From an optimization exercise on the open Yosys and OpenROAD flow, aimed at small area, a short achievable clock period and few clock cycles per item; shortcuts taken in it are not production practice. Function was checked by simulation only, so behaviour that the tests miss may differ from the original. Power and IR drop assume default switching activity.

== build 5 ==
Design yce_block_conv, start of the top module:
module yce_block_conv (
    input  wire         clk,
    input  wire         rst,             
    input  wire         in_valid,
    output wire         in_ready,
    input  wire         in_fmt,          
    input  wire         in_chroma,       
    input  wire [511:0] in_data,
    output reg          out_valid,
    input  wire         out_ready,
    output reg          out_chroma,
    output reg  [127:0] out_y,
    output reg  [63:0]  out_u,
    output reg  [63:0]  out_v
);
export LEC_CHECK = 0
export CAP_MARGIN = 20
export CORE_MARGIN = 2
export CORE_UTILIZATION = 60
export CTS_CLUSTER_DIAMETER = 70
export CTS_CLUSTER_SIZE = 30
export PLACE_DENSITY = 0.72
export SLEW_MARGIN = 20
export SYNTH_HIERARCHICAL = 1
create_clock -name core_clock -period 10.0 [get_ports {clk}]
standard.sh (not shown) runs the stock make flow with config.mk's settings and CLKGATE_MAP_FILE= SYNTH_SCRIPT=/design/flow/synth_recipe.tcl, a recipe that flattens the netlist after the stock synthesis.
==> flow/flow/run.sh <==
#!/bin/bash
# The standard layout (the standard.sh: standard synthesis, floorplan,
# placement, CTS, routing) with two changes to how it is made:
#  * timing repair aims for 5.45 ns of setup slack at the design's 10 ns
#    clock (a 4.55 ns period, which is what the design can reach) instead of
#    only 0 ns;
#  * the buffers that the flow puts on every input and output port are
#    sky130_fd_sc_hd__buf_1 instead of the cell buffer_ports picks by itself
#    (clkdlybuf4s50_1); repair may resize them as for any other cell.
# Each tool's output is in standard_flow.log and in orfs/logs/.
set -euo pipefail
bash standard.sh SETUP_SLACK_MARGIN=5.45 "BUFFER_PORTS_ARGS=-buffer_cell sky130_fd_sc_hd__buf_1" finish > standard_flow.log 2>&1
Both conditions hold for build 5: the flow ran to the end and the final layout passed the timing, design-rule and antenna checks.
Testbench counts of build 5, summed over its fixed seeds: cycles 6,008, items 6,000.
Modified inputs, build 97 compared to build 5
- a deleted CTS_CLUSTER_SIZE that had been 30
- a deleted CTS_CLUSTER_DIAMETER that had been 70
- an added TNS_END_PERCENT of 10
==> results.txt <==
As far as count of inverters not on the clock network in the layout goes, build 97 and build 5 are indistinguishable; the numbers are identical. Measured against each other, build 5 and build 97 differ in non-clock buffer count, the higher figure coming from build 5. Build 97 and build 5 ended up with roughly the same sequential cell count.
Edits applied to the flow inputs when going from build 97 to build 21:
- a deleted TNS_END_PERCENT that had been 10
- an added ABC_AREA of 1
Going from build 97 to build 21, sequential cell area fraction in the yosys report lower, total power per unit cell area climbed about 2%, post-layout instance count excluding filler cells rose 1578, time the worst path needs with I/O delays and setup -31 ps.
The following lists how build 66 was set up differently from build 21:
- ABC_AREA removed (was 1)
==> results.txt <==
Compared with build 21, build 66 shows largest stage delay on the critical path higher by 40 ps.
In build 66, starting utilization of the core area is lower than in build 21.
Build 66 vs build 21, die area went down by 0.0043 mm^2.
Build 66 vs build 21, core utilization went up by 1.0 points.
In the metrics for build 66 and build 21, the one carrying the lower final instance area is build 66.
Looking at build 66 and build 21, the clock transition at the registers of the reported paths is a wash.
In the tables for build 66 and build 21, sequential share of layout area reads lower with build 21.
Comparing build 21 with build 66, the highest achievable clock rate came out essentially unchanged.
Measured against each other, build 66 and build 21 differ in cell count after placement, the lower figure coming from build 66.
Diff build 21 -> build 66: wire length of the first global-routing pass down about 10%, global-route usage now sits lower.

========
== run a ==
Starting RTL as in the previous note.
Settings: LEC_CHECK=0, CAP_MARGIN=20, CORE_MARGIN=2, CORE_UTILIZATION=60, PLACE_DENSITY=0.72, SLEW_MARGIN=20, SYNTH_HIERARCHICAL=1; clock period 10.0 ns.
==> flow/flow/run.sh <==
#!/bin/bash
# The standard layout (the standard.sh: standard synthesis, floorplan,
# placement, CTS, routing) with two changes to how it is made:
#  * timing repair aims for 5.3 ns of setup slack at the design's 10 ns
#    clock (a 4.7 ns period, which is what the design can reach) instead of
#    only 0 ns;
#  * the buffers that the flow puts on every input and output port are
#    sky130_fd_sc_hd__buf_1 instead of the cell buffer_ports picks by itself
#    (clkdlybuf4s50_1); repair may resize them as for any other cell.
# Each tool's output is in standard_flow.log and in orfs/logs/.
set -euo pipefail
bash standard.sh SETUP_SLACK_MARGIN=5.3 "BUFFER_PORTS_ARGS=-buffer_cell sky130_fd_sc_hd__buf_1" finish > standard_flow.log 2>&1
Testbench counts of run a, summed over its fixed seeds: cycles 6,008, items 6,000.
diff inputs: run a => run b
==> flow/flow/run.sh <==
#!/bin/bash
# The standard layout (the standard.sh: standard synthesis, floorplan,
# placement, CTS, routing) with two changes to how it is made:
#  * timing repair aims for 5.6 ns of setup slack at the design's 10 ns
#    clock (a 4.4 ns period, which is what the design can reach) instead of
#    only 0 ns;
#  * the buffers that the flow puts on every input and output port are
#    sky130_fd_sc_hd__buf_1 instead of the cell buffer_ports picks by itself
#    (clkdlybuf4s50_1); repair may resize them as for any other cell.
# Each tool's output is in standard_flow.log and in orfs/logs/.
set -euo pipefail
bash standard.sh SETUP_SLACK_MARGIN=5.6 "BUFFER_PORTS_ARGS=-buffer_cell sky130_fd_sc_hd__buf_1" finish > standard_flow.log 2>&1
Results
Run b went all the way through the flow, and no timing, DRC or antenna check failed. Sort run b and run a by critical path's largest stage delay asc -> top: run b. Setup slack: run b more than run a. Run b ended up with a higher share of layout cells above drive strength 1 than run a did. Area of all placed cells without fillers on run b is behind run a. Final hold slack on run b is behind run a. Run b contains more vias than run a.

-- afterwards: timing with drivers on the ports --
The results above use ideal ports. As a check the final layouts listed here were re-extracted and re-timed, cells and wires unchanged. Step 1 (the two cells are an assumption about what drives the block):
set clk [get_ports {clk}]
set_driving_cell -lib_cell sky130_fd_sc_hd__clkbuf_16 $clk
set_driving_cell -lib_cell sky130_fd_sc_hd__buf_2 [delete_from_list [all_inputs] $clk]
Step 2 times the ports against the registers' clock, not the clock port: input delays grow and output delays shrink by t, the midpoint of the rising clock arrivals with the driver on. a / b / c = no drivers / after step 1 / after step 2; a / b = the first two.
| run | t, ns | setup slack, ns | worst setup path at the end | slew at the worst register clock pin (ns) | pins driven straight from the clock port |
|---|---|---|---|---|---|
| build 5 | 0.749 | 5.479 / 5.455 / 5.455 | input to output | 0.11 / 0.11 | 1 |
| build 97 | 0.751 | 5.459 / 5.447 / 5.447 | input to output | 0.07 / 0.07 | 1 |
| build 21 | 0.720 | 5.490 / 5.468 / 5.037 | input to register | 0.06 / 0.06 | 1 |
| build 66 | 0.751 | 5.479 / 5.456 / 5.456 | input to output | 0.07 / 0.07 | 1 |
| run a | 0.750 | 5.456 / 5.448 / 5.448 | input to output | 0.07 / 0.07 | 1 |
| run b | 0.748 | 5.552 / 5.526 / 5.526 | input to output | 0.07 / 0.07 | 1 |
After both steps setup and hold are still met in every run listed. For build 21, which loses most, drivers alone change the setup slack by -0.022 ns; drivers and shift together by -0.453 ns.
